Source: an optimization exercise on an open RTL-to-GDS flow (aim: a short achievable clock period and few clock cycles). Production flows keep margins and buffers that such runs may drop.
Where RTL was checked, it was by simulation tests only, not by an equivalence proof against the original.
No activity file was given, so power comes from the tool's default toggle rates.

==> flow/design.v (excerpt) <==
module turquoise (
    input  wire        clk,
    input  wire        rst,
    input  wire        cmd_valid,
    output wire        cmd_ready,
    input  wire [1:0]  cmd_op,
    input  wire [7:0]  cmd_data,
    output reg         resp_valid,
    output reg         resp_halted,
    output reg         resp_fault,
    output reg  [15:0] cur_x,
    output reg  [15:0] cur_y,
    output reg         paint_valid,
    output reg  [8:0]  paint_x,
    output reg  [7:0]  paint_y,
    output reg         paint_color
);
For scale: about 8300 cells after synthesis, roughly 2600 flip-flops, about 68 I/O pins, roughly 110000 um2 of cells after synthesis.
clock: 12.0 ns
lec_check: 0
cap_margin: 20
core_margin: 2
core_utilization: 60
cts_cluster_diameter: 80
cts_cluster_size: 25
slew_margin: 20
synth_memory_max_bits: 4096
standard.sh (not shown) runs the stock make flow with config.mk's settings and CLKGATE_MAP_FILE= SYNTH_SCRIPT=/design/flow/synth_recipe.tcl, a recipe that flattens the netlist after the stock synthesis.
==> flow/flow/run.sh <==
#!/bin/bash
# The standard layout (standard.sh), with two changes in how it is made:
#  * timing repair is asked to leave extra setup slack, so it keeps optimising
#    below the design's period (the SDC and the period are not changed);
#  * port buffers are plain buffers instead of the default delay-buffer cell.
set -euo pipefail
export SETUP_SLACK_MARGIN=8.5
export TNS_END_PERCENT=100
export BUFFER_PORTS_ARGS="-buffer_cell sky130_fd_sc_hd__buf_4"
bash standard.sh finish > standard_flow.log 2>&1
The baseline failed in global routing with GRT-0116.
Then changed:
--- a/flow/design.v
+++ b/flow/design.v
@@ -46,17 +46,17 @@
         p_load  <= acc && !rst && (cmd_op == OP_END) && !fault_next;
         p_data  <= cmd_data;
         p_nz    <= (cmd_data != 8'd0);
         p_one   <= (cmd_data == 8'd1);
         p_app   <= acc && !rst && (cmd_op == OP_BYTE) && (cmd_data != 8'd0) && app_next;
         rst_r   <= rst;
     end
     reg            act;
-    reg [7:0]      mem  [0:2*ROM_SIZE-1];
+    reg [8*2*ROM_SIZE-1:0] mem;    
     reg [7:0]      a_len;       
     reg [7:0]      s_len;
     reg [15:0]     s_hoh;       
     reg [7:0]      s_loh;       
     reg            s_ovf;
     reg            s_term;      
     reg [7:0]      s_rem;       
     reg            s_cyc;       
@@ -83,19 +83,19 @@
                                             (!s_term && (s_rem != 8'd1))) :
                         fault_cur;
     wire do_load = p_load && !rst_r;
     wire p_byte0 = p_byte && act;       
     wire p_byte1 = p_byte && !act;
     always @(posedge clk) begin
         for (i = 0; i < ROM_SIZE; i = i + 1) begin
             if (p_byte0 && s_hoh[i/8] && s_loh[i%8])
-                mem[i] <= p_data;
+                mem[8*i +: 8] <= p_data;
             if (p_byte1 && s_hoh[i/8] && s_loh[i%8])
-                mem[ROM_SIZE + i] <= p_data;
+                mem[8*(ROM_SIZE + i) +: 8] <= p_data;
         end
     end
     always @(posedge clk) begin
         if (rst_r)
             act <= 1'b0;
         else if (do_load)
             act <= ~act;
         if (do_load)
@@ -163,17 +163,17 @@
     wire       sc_end   = (sc_fs >= {1'b0, a_len});
     wire       sc_issue = sc_on && !sc_ph && !sc_end && sc_room;
     wire [7:0] half_rd  = {1'b0, rd[7:1]} + {7'd0, rd[0]};
     wire       sc_next  = sc_on && sc_ph && (rd != 8'd0);    
     wire       sc_on_next = rst_r ? 1'b0 : do_load ? s_f_v :
                             (sc_on && ((!sc_ph && sc_end) || (sc_ph && rd == 8'd0))) ? 1'b0 : sc_on;
     wire       sc_cv_next = !rst_r && !do_load && sc_next;
     always @(posedge clk) begin
-        rd <= mem[{act, sc_ra}];
+        rd <= mem[8*{act, sc_ra} +: 8];
         sc_on <= sc_on_next;
         sc_cv <= sc_cv_next;
         if (rst_r || do_load) begin
             sc_ph  <= 1'b0;
             sc_fs  <= s_f_nfs;
             sc_fs1 <= s_f_nfs + 9'd1;
             sc_ra  <= s_f_nfs[6:0];
         end else if (sc_issue) begin
@@ -263,17 +263,17 @@
     wire      m1_v_next = emit && !do_load && !rst_r;
     reg [3:0] m1_sel [0:31];
     integer k;
     always @(*) begin
         for (i = 0; i < 32; i = i + 1) begin
             m1_sel[i] = 4'd0;
             for (k = 0; k < 16; k = k + 1)
                 m1_sel[i] = m1_sel[i] | ({4{g_oh[k]}} &
-                            (k[0] ? mem[i*8 + k/2][3:0] : mem[i*8 + k/2][7:4]));
+                            (k[0] ? mem[8*(i*8 + k/2) +: 4] : mem[8*(i*8 + k/2) + 4 +: 4]));
         end
     end
     always @(posedge clk) begin
         for (i = 0; i < 32; i = i + 1)
             m1_c[i] <= m1_sel[i];
         m1_hi <= {act, g_addr[7:4]};
         m1_v  <= m1_v_next;
     end
@@ -376,18 +376,18 @@
             if (op == 4'h3) flipx  <= ~flipx;
             if (op == 4'hB) flipy  <= ~flipy;
             if (op == 4'h7) mirror <= ~mirror;
             if (op == 4'hC) color  <= ~color;
             if (op == 4'hD) draw   <= ~draw;
         end
     end
     always @(posedge clk) begin
-        cur_x <= rst_r ? X0 : pop ? nx : cx;
-        cur_y <= rst_r ? Y0 : pop ? ny : cy;
+        cur_x <= pop ? nx : rst_r ? X0 : cx;
+        cur_y <= pop ? ny : rst_r ? Y0 : cy;
     end
     always @(posedge clk) begin
         resp_valid  <= acc && !rst;
         paint_valid <= pop && !rst && paint_spec;
         paint_x     <= nx[8:0];
         paint_y     <= ny[7:0];
         paint_color <= color;
         resp_halted <= !q_v[0];
Now the flow completed with no timing, DRC or antenna violations.
Area after synthesis is higher slightly.
Synthesized cell count falls by about a fifth.
Testbench counts after the change, summed over its fixed seeds: cycles 202,313.
No functional check of the RTL was part of the first run of this note.

* * *

the baseline:
Another version of the RTL of turquoise (not shown whole).
For scale: roughly 11000 cells after synthesis, ~4600 flip-flops, about 68 I/O pins, about 0.18 mm2 of cells after synthesis.
// turquoise
module turquoise (
    input  wire        clk,
    input  wire        rst,
    input  wire        cmd_valid,
    output wire        cmd_ready,
    input  wire [1:0]  cmd_op,
    input  wire [7:0]  cmd_data,
    output reg         resp_valid,
    output reg         resp_halted,
    output reg         resp_fault,
    output reg  [15:0] cur_x,
    output reg  [15:0] cur_y,
    output reg         paint_valid,
    output reg  [8:0]  paint_x,
    output reg  [7:0]  paint_y,
    output reg         paint_color
);
    localparam ROM_SIZE = 128;
    localparam NT       = 42;       
    localparam QD       = 4;        
    localparam X0       = 16'd136;
    localparam Y0       = 16'd96;
    localparam OP_TICK  = 2'd0;
    localparam OP_BEGIN = 2'd1;
    localparam OP_BYTE  = 2'd2;
    localparam OP_END   = 2'd3;
    integer i;
    reg rdy;
    reg rst_r;
    assign cmd_ready = rdy;
    wire acc      = cmd_valid && rdy;
    wire acc_tick = acc && (cmd_op == OP_TICK);
    wire acc_end  = acc && (cmd_op == OP_END);
    reg       p_byte, p_begin, p_end;
    reg       p_load;       
    reg [7:0] p_data;
    reg       p_nz;         
    reg       p_one;        
    wire      fault_next;
    always @(posedge clk) begin
        p_byte  <= acc && !rst && (cmd_op == OP_BYTE);
        p_begin <= acc && !rst && (cmd_op == OP_BEGIN);
        p_end   <= acc && !rst && (cmd_op == OP_END);
        p_load  <= acc && !rst && (cmd_op == OP_END) && !fault_next;
  ...
clock: 12.0 ns
lec_check: 0
cap_margin: 20
core_margin: 2
core_utilization: 60
slew_margin: 20
synth_memory_max_bits: 4096
Scripts as last shown in full above: flow/flow/run.sh
Modified inputs, the candidate compared to the baseline
--- a/flow/design.v
+++ b/flow/design.v
@@ -280,48 +280,43 @@
     wire signed [1:0] ex = flipx ? -mx : mx;
     wire signed [1:0] ey = flipy ? -my : my;
     wire x_inc = (ex == 2'sd1);
     wire x_dec = (ex == -2'sd1);
     wire y_inc = (ey == 2'sd1);
     wire y_dec = (ey == -2'sd1);
-    reg [15:0] cx, cy;
-    wire signed [15:0] sx = $signed(cx);
-    wire signed [15:0] sy = $signed(cy);
-    wire [15:0] nx = x_inc ? cx + 16'd1 : x_dec ? cx - 16'd1 : cx;
-    wire [15:0] ny = y_inc ? cy + 16'd1 : y_dec ? cy - 16'd1 : cy;
+    wire signed [15:0] sx = $signed(cur_x);
+    wire signed [15:0] sy = $signed(cur_y);
+    wire [15:0] nx = x_inc ? cur_x + 16'd1 : x_dec ? cur_x - 16'd1 : cur_x;
+    wire [15:0] ny = y_inc ? cur_y + 16'd1 : y_dec ? cur_y - 16'd1 : cur_y;
     wire inx = x_inc ? (sx >= -16'sd1 && sx <= 16'sd270) :
                x_dec ? (sx >=  16'sd1 && sx <= 16'sd272) :
                        (sx >=  16'sd0 && sx <= 16'sd271);
     wire iny = y_inc ? (sy >= -16'sd1 && sy <= 16'sd190) :
                y_dec ? (sy >=  16'sd1 && sy <= 16'sd192) :
                        (sy >=  16'sd0 && sy <= 16'sd191);
     wire paint_spec = is_move && draw && inx && iny;
     always @(posedge clk) begin
         if (rst_r) begin
-            cx     <= X0;
-            cy     <= Y0;
+            cur_x  <= X0;
+            cur_y  <= Y0;
             flipx  <= 1'b0;
             flipy  <= 1'b0;
             mirror <= 1'b0;
             draw   <= 1'b1;
             color  <= 1'b1;
         end else if (pop) begin
-            cx    <= nx;
-            cy    <= ny;
+            cur_x <= nx;
+            cur_y <= ny;
             if (op == 4'h3) flipx  <= ~flipx;
             if (op == 4'hB) flipy  <= ~flipy;
             if (op == 4'h7) mirror <= ~mirror;
             if (op == 4'hC) color  <= ~color;
             if (op == 4'hD) draw   <= ~draw;
         end
     end
     always @(posedge clk) begin
-        cur_x <= rst_r ? X0 : pop ? nx : cx;
-        cur_y <= rst_r ? Y0 : pop ? ny : cy;
-    end
-    always @(posedge clk) begin
         resp_valid  <= acc && !rst;
         paint_valid <= pop && !rst && paint_spec;
         paint_x     <= nx[8:0];
         paint_y     <= ny[7:0];
         paint_color <= color;
         resp_halted <= !q_v[0];
### Flow results
In the flow results for the candidate and the baseline, the count of antenna diodes in the layout is smaller on the candidate. The candidate vs the baseline, share of layout cells above drive strength 1 went down by 0.40 points. Portion of total power attributed to the clock network of the candidate is on par with the baseline. The candidate vs the baseline, beginning of the critical path: cur_x[10] vs cy[15]. There was hardly any difference in die extent in y between the baseline and the candidate. In the reports for the candidate and the baseline, the larger number of clock-tree buffers in the layout belongs to the candidate.
Testbench counts of the candidate, summed over its fixed seeds: cycles 202,311.
Function not checked in the baseline: the RTL went through the layout flow alone.

* * *

Another version of the RTL of turquoise (not shown whole).
Size in the first run: roughly 8,600 cells after synthesis, roughly 2,700 flip-flops, roughly 120,000 µm² of cells after synthesis.
Design turquoise, start of the top module:
module turquoise (
    input  wire        clk,
    input  wire        rst,
    input  wire        cmd_valid,
    output wire        cmd_ready,
    input  wire [1:0]  cmd_op,
    input  wire [7:0]  cmd_data,
    output reg         resp_valid,
    output reg         resp_halted,
    output reg         resp_fault,
    output reg  [15:0] cur_x,
    output reg  [15:0] cur_y,
    output reg         paint_valid,
    output reg  [8:0]  paint_x,
    output reg  [7:0]  paint_y,
    output reg         paint_color
);
==> flow/config.mk <==
export PLATFORM = sky130hd
export DESIGN_NAME = turquoise
export DESIGN_NICKNAME = turquoise
export VERILOG_FILES = /design/flow/design.v
export SDC_FILE = /design/flow/constraint.sdc
export NUM_CORES = 4
export LEC_CHECK = 0
export CAP_MARGIN = 20
export CORE_MARGIN = 2
export CORE_UTILIZATION = 60
export CTS_CLUSTER_DIAMETER = 150
export CTS_CLUSTER_SIZE = 40
export SLEW_MARGIN = 20
export SYNTH_MEMORY_MAX_BITS = 4096
==> flow/constraint.sdc <==
create_clock -name core_clock -period 12.0 [get_ports {clk}]
set_input_delay 2.4000 -clock core_clock [delete_from_list [all_inputs] [get_ports {clk}]]
set_output_delay 2.4000 -clock core_clock [all_outputs]
set_load 0.01 [all_outputs]
Scripts as last shown in full above: flow/flow/run.sh
The starting point never finished: it broke off in global routing (5_1_grt), error GRT-0116.
==> next run, changes <==
--- a/flow/design.v
+++ b/flow/design.v
@@ -145,53 +145,48 @@
     reg            sc_cv;       
     reg [8:0]      sc_fs;       
     reg [8:0]      sc_fs1;      
     reg [7:0]      sc_n1;
     reg            sc_n1z;
     reg [6:0]      sc_ps;
     reg [7:0]      rd;          
-    reg [6:0]      sc_ra;       
     reg [7:0]      r_n1 [0:RD-1];
     reg [7:0]      r_c1 [0:RD-1];
     reg [6:0]      r_ps [0:RD-1];
     reg [RD-1:0]   r_n1z, r_c1z, r_v;
     wire       sc_push  = sc_cv && (rd != 8'd0);
     wire       sc_room  = !r_v[RD-2];
     wire       sc_end   = (sc_fs >= {1'b0, a_len});
     wire       sc_issue = sc_on && !sc_ph && !sc_end && sc_room;
     wire [7:0] half_rd  = {1'b0, rd[7:1]} + {7'd0, rd[0]};
     wire       sc_next  = sc_on && sc_ph && (rd != 8'd0);    
     wire       sc_on_next = rst_r ? 1'b0 : do_load ? s_f_v :
                             (sc_on && ((!sc_ph && sc_end) || (sc_ph && rd == 8'd0))) ? 1'b0 : sc_on;
     wire       sc_cv_next = !rst_r && !do_load && sc_next;
     always @(posedge clk) begin
-        rd <= mem[{act, sc_ra}];
+        rd <= mem[{act, sc_ph ? sc_fs1[6:0] : sc_fs[6:0]}];
         sc_on <= sc_on_next;
         sc_cv <= sc_cv_next;
         if (rst_r || do_load) begin
             sc_ph  <= 1'b0;
             sc_fs  <= s_f_nfs;
             sc_fs1 <= s_f_nfs + 9'd1;
-            sc_ra  <= s_f_nfs[6:0];
         end else if (sc_issue) begin
             sc_ph <= 1'b1;
-            sc_ra <= sc_fs1[6:0];
         end else if (sc_ph) begin
-            sc_ra  <= sc_fs[6:0] + 7'd2 + half_rd[6:0];
             sc_ph  <= 1'b0;
             sc_n1  <= rd - 8'd1;
             sc_n1z <= (rd == 8'd1);
             sc_ps  <= sc_fs[6:0] + 7'd2;
             sc_fs  <= sc_fs + 9'd2 + {1'b0, half_rd};
             sc_fs1 <= sc_fs + 9'd3 + {1'b0, half_rd};
         end
     end
     reg            g_v;
     reg [7:0]      g_addr;
-    reg [15:0]     g_oh;        
     reg [7:0]      g_krem;      
     reg [7:0]      g_prem;      
     reg [7:0]      g_n1;
     reg [6:0]      g_ps;
     reg            g_kz;        
     reg            g_pz;        
     reg            g_n1z;       
@@ -200,35 +195,32 @@
     wire g_end  = emit && g_kz && g_pz;            
     wire g_take = (g_end || !g_v) && r_v[0] && !do_load && !rst_r;
     wire g_v_next = rst_r ? 1'b0 : do_load ? s_f_v : g_take ? 1'b1 : g_end ? 1'b0 : g_v;
     always @(posedge clk) begin
         g_v <= g_v_next;
         if (do_load || g_take) begin
             g_addr <= {do_load ? s_f_ps : r_ps[0], 1'b0};
-            g_oh   <= 16'd1 << {do_load ? s_f_ps[2:0] : r_ps[0][2:0], 1'b0};
             g_ps   <= do_load ? s_f_ps : r_ps[0];
             g_n1   <= do_load ? s_f_n1 : r_n1[0];
             g_krem <= do_load ? s_f_n1 : r_n1[0];
             g_prem <= do_load ? s_f_c1 : r_c1[0];
             g_kz   <= do_load ? s_f_n1z : r_n1z[0];
             g_n1z  <= do_load ? s_f_n1z : r_n1z[0];
             g_pz   <= do_load ? s_f_c1z : r_c1z[0];
         end else if (emit) begin
             if (!g_kz) begin
                 g_krem <= g_krem - 8'd1;
                 g_kz   <= (g_krem == 8'd1);
                 g_addr <= g_addr + 8'd1;
-                g_oh   <= {g_oh[14:0], g_oh[15]};
             end else begin
                 g_prem <= g_prem - 8'd1;
                 g_pz   <= (g_prem == 8'd1);
                 g_krem <= g_n1;
                 g_kz   <= g_n1z;
                 g_addr <= {g_ps, 1'b0};
-                g_oh   <= 16'd1 << {g_ps[2:0], 1'b0};
             end
         end
     end
     reg [RD-1:0] rn_v;
     always @(*) begin
         for (i = 0; i < RD; i = i + 1)
             rn_v[i] = g_take ? ((i < RD - 1) ? r_v[(i+1) % RD] : 1'b0) : r_v[i];
@@ -253,27 +245,18 @@
         end
     end
     wire r_v0_next = !r_clr && (rn_v[0] || sc_push);
     reg [3:0] m1_c [0:31];
     reg [4:0] m1_hi;
     reg       m1_v;
     wire      m1_v_next = emit && !do_load && !rst_r;
-    reg [3:0] m1_sel [0:31];
-    integer k;
-    always @(*) begin
-        for (i = 0; i < 32; i = i + 1) begin
-            m1_sel[i] = 4'd0;
-            for (k = 0; k < 16; k = k + 1)
-                m1_sel[i] = m1_sel[i] | ({4{g_oh[k]}} &
-                            (k[0] ? mem[i*8 + k/2][3:0] : mem[i*8 + k/2][7:4]));
-        end
-    end
     always @(posedge clk) begin
         for (i = 0; i < 32; i = i + 1)
-            m1_c[i] <= m1_sel[i];
+            m1_c[i] <= g_addr[0] ? mem[{i[4:0], g_addr[3:1]}][3:0]
+                                 : mem[{i[4:0], g_addr[3:1]}][7:4];
         m1_hi <= {act, g_addr[7:4]};
         m1_v  <= m1_v_next;
     end
     wire [3:0] arr_op = m1_c[m1_hi];
     wire       arr_v  = m1_v;
     reg [3:0] q_op [0:QD-1];
     reg [QD-1:0] q_v;
After rerunning: The changed run failed in global routing (5_1_grt) with GRT-0116; synthesized cell count increases by 6.9%; area after synthesis came out higher by 2.7%.
No run of this note included a check of the RTL's function; only the layout flow was run.

[separate check: timing with driven ports]
How much do the figures lean on ideal ports? The routed layouts below were timed once more, with nothing changed but the port constraints.
Step 1 assumes that a clkbuf_16 drives the clock port and a buf_2 every other input.
Step 2 moves the port delays by t, midway between the first and last clock arrival at a register: inputs arrive t later, outputs are due t later. That takes back most of the time a late clock gives input paths.
Three values: no drivers, after step 1, after step 2; two values: the first two.
run	t (ns)	slack for setup (ns)	worst setup path at the end	slew at the worst register clock pin (ns)	pins driven straight from the clock port
the second run of note 1	0.936	8.292 / 8.192 / 7.723	input to register	0.11 / 0.11	1
the baseline	1.075	8.137 / 8.018 / 7.708	input to register	0.07 / 0.07	1
the candidate	1.043	8.173 / 8.075 / 7.533	input to register	0.07 / 0.07	1
After both steps setup and hold are still met in every run listed. The setup slack of the candidate, which loses most, moves by -0.098 ns with the drivers and by -0.640 ns with both steps.
